What follows belongs to an exercise in optimizing a design on an open flow for small area, a short achievable clock period and few clock cycles per item; a production flow would make more cautious choices. Function was checked by simulation only, so behaviour that the tests miss may differ from the original.

==> 10-01: inputs <==
## cpre_hsv2rgb
module cpre_hsv2rgb (
    input  wire        clk,
    input  wire        rst,
    input  wire        in_valid,
    output wire        in_ready,
    input  wire [31:0] in_h,
    input  wire [31:0] in_s,
    input  wire [31:0] in_v,
    output reg         out_valid,
    input  wire        out_ready,
    output reg  [15:0] out_r,
    output reg  [15:0] out_g,
    output reg  [15:0] out_b
);
Settings: LEC_CHECK=0, ABC_AREA=1, CAP_MARGIN=20, CORE_MARGIN=2, CORE_UTILIZATION=65, SLEW_MARGIN=20; clock period 30.0 ns.
run.sh (not shown) runs the stock make flow with config.mk's settings and CLKGATE_MAP_FILE= SYNTH_SCRIPT=/design/flow/synth_recipe.tcl, a recipe that flattens the netlist after the stock synthesis.
==> inputs of 12-19, as changes to 10-01 <==
--- a/flow/design.v
+++ b/flow/design.v
@@ -134,48 +134,25 @@
     input  wire         zero,
     output wire [23:0]  an,
     output wire [4:0]   alz,
     output wire         az
 );
-    wire        hi   = pm[47];
-    wire [23:0] kept = hi ? pm[47:24] : pm[46:23];
-    wire        rb   = hi ? pm[23] : pm[22];
-    wire        st   = hi ? (pm[22] | st21) : st21;
-    wire        inc  = rb & (st | kept[0]);
+    wire [24:0] r;
+    wire        hi;
+    cpre_rnd48 u_r (.p(pm), .st21(st21), .r(r), .hi(hi));
     wire [9:0]  dr   = 10'd125 - {2'd0, e} + {5'd0, lz} + {9'd0, ~hi};
     wire        one  = dr[9];                  
-    wire        near = (dr == 10'd0);
-    wire [23:0] c    = {1'b0, ~kept[22:0]};
-    wire [24:0] ci   = {1'b0, c} + {24'd0, ~inc};
-    integer i;
-    reg [4:0] nl;                              
-    always @(*) begin
-        nl = 5'd24;
-        for (i = 0; i < 24; i = i + 1)
-            if (c[i]) nl = 5'd23 - i[4:0];
-    end
-    wire        cout = !inc && ((c & (c + 24'd1)) == 24'd0);    
-    wire [23:0] cs   = ci[23:0] << nl;
-    wire [23:0] nn   = cout ? 24'h80_0000 : cs;
-    wire [4:0]  nlz  = cout ? nl : nl + 5'd1;
-    wire        nz   = inc && (c == 24'd0);
-    wire [4:0]  d    = (dr > 10'd31) ? 5'd31 : dr[4:0];      
-    wire [4:0]  d1   = d - 5'd1;
-    wire [23:0] q0   = kept >> d;
-    wire [23:0] md   = ~(24'hFF_FFFF << d);                   
-    wire [23:0] md1  = ~(24'hFF_FFFF << d1);                  
-    wire        on_d  = (d <= 5'd24) && ((kept & md) == md);
-    wire        on_d1 = (kept & md1) == md1;                   
-    wire        ze_d1 = (kept & md1) == 24'd0;
-    wire [23:0] ks   = kept >> d1;
-    wire        tbit = (d1 <= 5'd23) && ks[0];
-    wire        a1   = inc && on_d;
-    wire        rbit = tbit ^ (inc && on_d1);
-    wire        stk  = !(inc ? on_d1 : ze_d1);
-    wire        cc   = a1 || (rbit && (stk || q0[0]));
-    wire [24:0] af   = {1'b0, ~q0} + {24'd0, ~cc};
-    assign az  = !zero && (one || (near && nz));
+    wire        near = (dr == 10'd0);          
+    wire [24:0] an_a = 25'h100_0000 - r;
+    wire [23:0] nn;
+    wire [4:0]  nlz;
+    cpre_norm25 u_n (.a(an_a), .y(nn), .lz(nlz));
+    wire [4:0]  d  = (dr > 10'd31) ? 5'd31 : dr[4:0];
+    wire [24:0] x;
+    cpre_rne_shr25f u_sh (.v(r), .d(d), .y(x));
+    wire [24:0] af = 25'h100_0000 - x;
+    assign az  = !zero && (one || (near && an_a == 25'd0));
     assign an  = zero ? 24'h80_0000 : near ? nn  : (af[24] ? 24'h80_0000 : af[23:0]);
     assign alz = zero ? 5'd0        : near ? nlz : (af[24] ? 5'd0 : 5'd1);
 endmodule
 module cpre_mul_post (
     input  wire [47:22]      pm,
@@ -315,28 +292,26 @@
     wire        hhi_w;
     cpre_hfront u_hf (.h(h0), .r(hr_w), .hi(hhi_w));
     wire [23:0] asn_w;
     wire [4:0]  lzp_w;
     wire        asz_w;
+    wire [38:0] ase_w;
     cpre_oms  u_oms (.s(s0), .an(asn_w), .lz(lzp_w), .zero(asz_w));
-    wire [38:0] ve_w1;
-    cpre_benc u_ev1 (.b({1'b1, v0[22:0]}), .e(ve_w1));
+    cpre_benc u_eas (.b(asn_w), .e(ase_w));
     reg [24:0] hr1;
     reg        hhi1;
     reg [7:0]  he1;
-    reg [23:0] asn1;
-    reg [38:0] ve1;
+    reg [38:0] ase1;
     reg [4:0]  lzp1;
     reg        zp1;
     reg [30:0] s1, v1;
     always @(posedge clk)
         if (adv) begin
             hr1  <= hr_w;
             hhi1 <= hhi_w;
             he1  <= h0[30:23];
-            asn1 <= asn_w;
-            ve1  <= ve_w1;
+            ase1 <= ase_w;
             lzp1 <= lzp_w;
             zp1  <= asz_w || (v0[30:23] == 8'd0);
             s1   <= s0;
             v1   <= v0;
         end
@@ -345,11 +320,11 @@
     wire [4:0]  lzg_w;
     wire        gz_w;
     cpre_hback u_hb (.r(hr1), .e(he1), .hi(hhi1),
                      .sector(sec_w), .gn(gn_w), .lz(lzg_w), .gz(gz_w));
     wire [47:0] pmp;
-    cpre_mul24e u_mp (.a(asn1), .e(ve1), .y(pmp));
+    cpre_mul24e u_mp (.a({1'b1, v1[22:0]}), .e(ase1), .y(pmp));
     wire [38:0] se_w;
     cpre_benc u_es (.b({1'b1, s1[22:0]}), .e(se_w));
     reg [2:0]   sec2;
     reg [23:0]  gn2;
     reg [4:0]   lzg2;
--- a/flow/config.mk
+++ b/flow/config.mk
@@ -6,7 +6,7 @@
 export NUM_CORES = 4
 export LEC_CHECK = 0
 export ABC_AREA = 1
 export CAP_MARGIN = 20
 export CORE_MARGIN = 2
-export CORE_UTILIZATION = 65
+export CORE_UTILIZATION = 45
 export SLEW_MARGIN = 20
==> comparison table <==
|  | 10-01 | 12-19 |
|---|---|---|
| Run status | finished clean | finished clean |
| Reg clk slew, reported paths | 0.07 ns | 0.06 ns |
| Buffering overhead | 2.24% | 2.45% |
| Number of antenna violations at the first check in global routing | 18 | 3 |
| Inverters, non-clock | 1879 | 1959 |
| HP Start | v2[1]$_DFFE_PN_ | cp4[7]$_DFFE_PN_ |
| Peak fanout along the critical path | 15 | 58 |
| Initial core utilization | 65.6% | 45.4% |
| Die area | 0.157 mm² | 0.228 mm² |
| Vertical die dimension | 396 µm | 478 µm |
| Slew HR | 21.8% | 25.0% |
| Post-route non-filler standard cell count | 14666 | 15882 |
| Critical path origin | v1[5]$_DFFE_PN_ | pmx5[47]$_DFFE_PN_ |
| Met3 layer wire length in the routed design | 36600 µm | 20500 µm |
| Routability congestion estimate | 1.02 | 0.956 |
| Growth of design area from synthesis to finish | 5.54% | 6.60% |
Testbench counts of 10-01, summed over its fixed seeds: cycles 16,056, items 16,000.
Testbench counts of 12-19, summed over its fixed seeds: cycles 16,056, items 16,000.

* * *

==> inputs of run H <==
Another version of the RTL of cpre_hsv2rgb (not shown whole).
==> flow/design.v (excerpt) <==
module cpre_hsv2rgb (
    input  wire        clk,
    input  wire        rst,
    input  wire        in_valid,
    output wire        in_ready,
    input  wire [31:0] in_h,
    input  wire [31:0] in_s,
    input  wire [31:0] in_v,
    output reg         out_valid,
    input  wire        out_ready,
    output reg  [15:0] out_r,
    output reg  [15:0] out_g,
    output reg  [15:0] out_b
);
    reg  skid_v;
    reg  rdy;                    
    wire adv = !skid_v;
    assign in_ready = rdy;
    reg vld0, vld1, vld2, vld3, vld4, vld5;
    reg [31:0] ih0, is0, iv0;
    always @(posedge clk)
        if (adv) begin
            ih0 <= in_h;
            is0 <= in_s;
            iv0 <= in_v;
        end
    wire [30:0] h0, s0, v0;
    cpre_clamp01 u_ch (.a(ih0), .y(h0));
    cpre_clamp01 u_cs (.a(is0), .y(s0));
    cpre_clamp01 u_cv (.a(iv0), .y(v0));
    wire [24:0] hr_w;
    wire        hhi_w;
    wire [1:0]  hkl_w;
    wire [4:0]  hd_w;
    wire        htiny_w, hnear_w;
    cpre_hfront u_hf (.h(h0), .r(hr_w), .hi(hhi_w), .kl(hkl_w), .d(hd_w),
                      .tiny(htiny_w), .near(hnear_w));
    wire [23:0] asn_w;
    wire [4:0]  lzp_w;
    wire        asz_w;
    cpre_oms  u_oms (.s(s0), .an(asn_w), .lz(lzp_w), .zero(asz_w));
    wire [38:0] ve_w1;
    cpre_benc u_ev1 (.b({1'b1, v0[22:0]}), .e(ve_w1));
    wire [4:0]  tzv_w;
    cpre_tz24 u_tzv (.m({1'b1, v0[22:0]}), .tz(tzv_w));
    reg [24:0] hr1;
    reg [1:0]  hkl1;
    reg [4:0]  hd1;
    reg        htiny1, hnear1;
    reg [23:0] asn1;
    reg [38:0] ve1;
    reg [4:0]  tzv1;
    reg [4:0]  lzp1;
    reg        zp1;
    reg [30:0] s1, v1;
    always @(posedge clk)
        if (adv) begin
            hr1    <= hr_w;
            hkl1   <= hkl_w;
            hd1    <= hd_w;
            htiny1 <= htiny_w;
            hnear1 <= hnear_w;
            asn1 <= asn_w;
            ve1  <= ve_w1;
            tzv1 <= tzv_w;
            lzp1 <= lzp_w;
            zp1  <= asz_w || (v0[30:23] == 8'd0);
            s1   <= s0;
            v1   <= v0;
        end
    wire [2:0]  sec_w;
    wire [23:0] gn_w;
    wire [4:0]  lzg_w;
    wire        gz_w;
  ...
clock: 30.0 ns
lec_check: 0
abc_area: 1
cap_margin: 20
core_margin: 2
core_utilization: 65
slew_margin: 20
==> run C: changes against run H <==
--- a/flow/design.v
+++ b/flow/design.v
@@ -211,28 +211,36 @@
     wire [23:0] kept2 = hi2 ? ph : {ph[22:0], n15[1]};
     wire        rb2  = hi2 ? n15[1] : n15[0];
     wire        st2  = hi2 ? (n15[0] | l13) : l13;
     wire [24:0] z    = {1'b0, kept2} + {24'd0, rb2 & (st2 | kept2[0])};
     wire [9:0]  t    = 10'd127 - ye[9:0] + {9'd0, ~hi2};
     wire [17:0] zs   = z[24:7] >> t[4:0];
     assign c = (zero || ye < 10'sd111) ? 16'd0 : zs[15:0];
 endmodule
-module cpre_rnd48k (
+module cpre_rnd48p (
     input  wire [47:22] p,
     input  wire         st21,
+    output wire         inc_hi,    
+    output wire         inc_lo     
+);
+    assign inc_hi = p[23] & (p[22] | st21 | p[24]);
+    assign inc_lo = p[22] & (st21 | p[23]);
+endmodule
+module cpre_rnd48s (
+    input  wire [47:22] p,
+    input  wire         inc_hi,
+    input  wire         inc_lo,
     output wire [23:0]  kept,
     output wire         inc,
     output wire         hi
 );
     assign hi   = p[47];
     assign kept = hi ? p[47:24] : p[46:23];
-    wire   rb   = hi ? p[23] : p[22];
-    wire   st   = hi ? (p[22] | st21) : st21;
-    assign inc  = rb & (st | kept[0]);
+    assign inc  = hi ? inc_hi : inc_lo;
 endmodule
 module cpre_benc (
     input  wire [23:0] b,
     output reg  [38:0] e         
 );
     wire [26:0] bx = {2'b00, b, 1'b0};
     integer i;
     reg [2:0] t;
@@ -2250,86 +2258,90 @@
     wire [4:0]  lzg_w;
     wire        gz_w;
     cpre_hback u_hb (.r(hr1), .kl(hkl1), .d(hd1), .tiny(htiny1), .near(hnear1),
                      .sector(sec_w), .gn(gn_w), .lz(lzg_w), .gz(gz_w));
     wire [47:22] pmp;
     cpre_mul24e u_mp (.a(asn1), .e(ve1), .y(pmp));
     wire [4:0]  tzap;
     cpre_tz24 u_tzap (.m(asn1), .tz(tzap));
-    wire [23:0] pkept_w;
-    wire        pinc_w, phi_w;
-    cpre_rnd48k u_rp (.p(pmp), .st21(({1'b0, tzap} + {1'b0, tzv1}) < 6'd22),
-                      .kept(pkept_w), .inc(pinc_w), .hi(phi_w));
+    wire        pih_w, pil_w;
+    cpre_rnd48p u_rp (.p(pmp), .st21(({1'b0, tzap} + {1'b0, tzv1}) < 6'd22),
+                      .inc_hi(pih_w), .inc_lo(pil_w));
     wire [38:0] se_w;
     cpre_benc u_es (.b({1'b1, s1[22:0]}), .e(se_w));
     wire [4:0]  tzs_w;
     cpre_tz24 u_tzs (.m({1'b1, s1[22:0]}), .tz(tzs_w));
     reg [2:0]   sec2;
     reg [23:0]  gn2;
     reg [4:0]   lzg2;
     reg         zg2;
     reg [38:0]  se2;
     reg [4:0]   tzs2;
     reg [7:0]   es2;
     reg [30:0]  v2;
-    reg [23:0]  pkept2;
-    reg         pinc2, phi2;
+    reg [47:22] ppm2;
+    reg         pih2, pil2;
     reg [4:0]   lzp2;
     reg         zp2;
     always @(posedge clk)
         if (adv) begin
             sec2 <= sec_w;
             gn2  <= gn_w;
             lzg2 <= lzg_w;
             zg2  <= (s1[30:23] == 8'd0) || gz_w;
             se2  <= se_w;
             tzs2 <= tzs_w;
             es2  <= s1[30:23];
             v2   <= v1;
-            pkept2 <= pkept_w;
-            pinc2  <= pinc_w;
-            phi2   <= phi_w;
+            ppm2 <= pmp;
+            pih2 <= pih_w;
+            pil2 <= pil_w;
             lzp2 <= lzp1;
             zp2  <= zp1;
         end
     wire [47:22] pmg;
     cpre_mul24e u_mg (.a(gn2), .e(se2), .y(pmg));
     wire [4:0]  tzag;
     cpre_tz24 u_tzag (.m(gn2), .tz(tzag));
-    wire [23:0] gkept_w;
-    wire        ginc_w, ghi_w;
-    cpre_rnd48k u_rg (.p(pmg), .st21(({1'b0, tzag} + {1'b0, tzs2}) < 6'd22),
-                      .kept(gkept_w), .inc(ginc_w), .hi(ghi_w));
+    wire        gih_w, gil_w;
+    cpre_rnd48p u_rg (.p(pmg), .st21(({1'b0, tzag} + {1'b0, tzs2}) < 6'd22),
+                      .inc_hi(gih_w), .inc_lo(gil_w));
     wire [15:0]       cp_w;
+    wire [23:0] pkept2;
+    wire        pinc2, phi2;
+    cpre_rnd48s u_sp (.p(ppm2), .inc_hi(pih2), .inc_lo(pil2), .kept(pkept2), .inc(pinc2), .hi(phi2));
     cpre_postchan u_pp (.kept(pkept2), .inc(pinc2), .hi(phi2), .e(v2[30:23]), .lz(lzp2), .zero(zp2),
                         .c(cp_w));
     reg [2:0]   sec3;
-    reg [23:0]  gkept3;
-    reg         ginc3, ghi3;
+    reg [47:22] gpm3;
+    reg         gih3, gil3;
     reg [4:0]   lzg3;
     reg         zg3;
     reg [7:0]   es3;
     reg [30:0]  v3;
     reg [15:0]  cp3;
     always @(posedge clk)
         if (adv) begin
             sec3 <= sec2;
-            gkept3 <= gkept_w;
-            ginc3  <= ginc_w;
-            ghi3   <= ghi_w;
+            gpm3 <= pmg;
+            gih3 <= gih_w;
+            gil3 <= gil_w;
             lzg3 <= lzg2;
             zg3  <= zg2;
             es3  <= es2;
             v3   <= v2;
             cp3  <= cp_w;
         end
     wire [23:0] axn;
     wire [4:0]  lzx;
     wire        axz;
+    wire [23:0] gkept3;
+    wire        ginc3, ghi3;
+    cpre_rnd48s u_sg (.p(gpm3), .inc_hi(gih3), .inc_lo(gil3), .kept(gkept3), .inc(ginc3), .hi(ghi3));
     cpre_sga_post u_sgp (.kept(gkept3), .inc(ginc3), .hi(ghi3), .e(es3), .lz(lzg3), .zero(zg3),
                          .an(axn), .alz(lzx), .az(axz));
     wire [38:0] ve_w;
     cpre_benc u_ev (.b({1'b1, v3[22:0]}), .e(ve_w));
     wire [4:0]  tzv4_w;
     cpre_tz24 u_tzv4 (.m({1'b1, v3[22:0]}), .tz(tzv4_w));
     wire [15:0] cv_w;
     cpre_chan u_chv (.ym({1'b1, v3[22:0]}), .ye($signed({2'b00, v3[30:23]})),
@@ -2353,51 +2365,53 @@
             ev4  <= v3[30:23];
             cv4  <= cv_w;
             cp4  <= cp3;
         end
     wire [47:22] pmx;
     cpre_mul24e u_mx (.a(axn4), .e(ve4), .y(pmx));
     wire [4:0]  tzax;
     cpre_tz24 u_tzax (.m(axn4), .tz(tzax));
-    wire [23:0] xkept_w;
-    wire        xinc_w, xhi_w;
-    cpre_rnd48k u_rx (.p(pmx), .st21(({1'b0, tzax} + {1'b0, tzv4}) < 6'd22),
-                      .kept(xkept_w), .inc(xinc_w), .hi(xhi_w));
+    wire        xih_w, xil_w;
+    cpre_rnd48p u_rx (.p(pmx), .st21(({1'b0, tzax} + {1'b0, tzv4}) < 6'd22),
+                      .inc_hi(xih_w), .inc_lo(xil_w));
     reg [8:0] sel_w;
     always @(*) begin
         case (sec4)
             3'd0:    sel_w = 9'b100_001_010;    
             3'd1:    sel_w = 9'b001_100_010;    
             3'd2:    sel_w = 9'b010_100_001;    
             3'd3:    sel_w = 9'b010_001_100;    
             3'd4:    sel_w = 9'b001_010_100;    
             default: sel_w = 9'b100_010_001;    
         endcase
     end
     reg [8:0]   sel5;
-    reg [23:0]  xkept5;
-    reg         xinc5, xhi5;
+    reg [47:22] xpm5;
+    reg         xih5, xil5;
     reg [4:0]   lzx5;
     reg         zx5;
     reg [7:0]   ev5;
     reg [15:0]  cv5, cp5;
     always @(posedge clk)
         if (adv) begin
             sel5 <= sel_w;
-            xkept5 <= xkept_w;
-            xinc5  <= xinc_w;
-            xhi5   <= xhi_w;
+            xpm5 <= pmx;
+            xih5 <= xih_w;
+            xil5 <= xil_w;
             lzx5 <= lzx4;
             zx5  <= zx4;
             ev5  <= ev4;
             cv5  <= cv4;
             cp5  <= cp4;
         end
     wire [15:0]       cx_w;
+    wire [23:0] xkept5;
+    wire        xinc5, xhi5;
+    cpre_rnd48s u_sx (.p(xpm5), .inc_hi(xih5), .inc_lo(xil5), .kept(xkept5), .inc(xinc5), .hi(xhi5));
     cpre_postchan u_px (.kept(xkept5), .inc(xinc5), .hi(xhi5), .e(ev5), .lz(lzx5), .zero(zx5),
                         .c(cx_w));
     wire [8:0]  sel = sel5 & {9{!skid_v}};
     wire [15:0] r_w = ({16{sel[8]}} & cv5) | ({16{sel[7]}} & cp5) | ({16{sel[6]}} & cx_w)
                     | ({16{skid_v}} & skid[47:32]);
     wire [15:0] g_w2 = ({16{sel[5]}} & cv5) | ({16{sel[4]}} & cp5) | ({16{sel[3]}} & cx_w)
                     | ({16{skid_v}} & skid[31:16]);
     wire [15:0] b_w = ({16{sel[2]}} & cv5) | ({16{sel[1]}} & cp5) | ({16{sel[0]}} & cx_w)
==> run_results.csv <==
group,metric,value,unit
yosys,synth_simple_gate_area_share,0.190,
run_status,run_status,"complete, no violations",
yosys,synth.top_cells.by_area,"edfxtp_1 24%, fa_1 16%, xor2_1 9.6%",
global_routing,grtUsageMet3,0.107,
clock_tree,cts.clk_slew.worst_paths,70,ps
[end of results for run H]
==> run_results.csv <==
group,metric,value,unit
cells_and_area,flip_flop_count_of_the_largest_register_all_copies_and_words_added,48,
placement,gp_congestion,1.04,
sta,totalNegativeSetupSlack,0,ps
global_routing,grtUsageMet3,0.129,
cells_and_area,num_antenna_cells,5,
yosys,synth.top_cells.by_area,"edfxtp_1 24%, fa_1 16%, xor2_1 9.5%",
route,dr_wl_met3,44.3,mm
yosys,syn-cell-area,97300,um2
yosys,synth_simple_gate_area_share,0.186,
run_status,run_status,"complete, no violations",
[end of results for run C]
Testbench counts of run H, summed over its fixed seeds: cycles 16,056, items 16,000.
Testbench counts of run C, summed over its fixed seeds: cycles 16,056, items 16,000.

==> separate check: timing with driven ports <==
Ports are ideal in the flow. The routed layouts listed here were re-timed in OpenROAD. Step 1 assumes that a clkbuf_16 drives the clock port and a buf_2 every other input. Step 2 moves the port delays by t, midway between the first and last clock arrival at a register: inputs arrive t later, outputs are due t later. That takes back most of the time a late clock gives input paths. Slacks: no drivers / after step 1 / after step 2; pairs: no drivers / after step 1.
| run | t (ns) | setup slack, ns | hold WS [ns] | worst setup path after step 2 | clock arrival spread, ns |
|---|---|---|---|---|---|
| 10-01 | 0.785 | 20.981 / 20.981 / 20.981 | 0.388 / 0.388 / 0.388 | register to register | 0.066 / 0.066 |
| 12-19 | 0.803 | 20.454 / 20.454 / 20.454 | 0.409 / 0.409 / 0.409 | register to register | 0.078 / 0.078 |
| run H | 0.787 | 21.042 / 21.042 / 21.042 | 0.378 / 0.378 / 0.378 | register to register | 0.072 / 0.072 |
| run C | 0.800 | 21.694 / 21.694 / 21.694 | 0.345 / 0.345 / 0.345 | register to register | 0.080 / 0.080 |
After both steps every run listed still meets setup and hold.
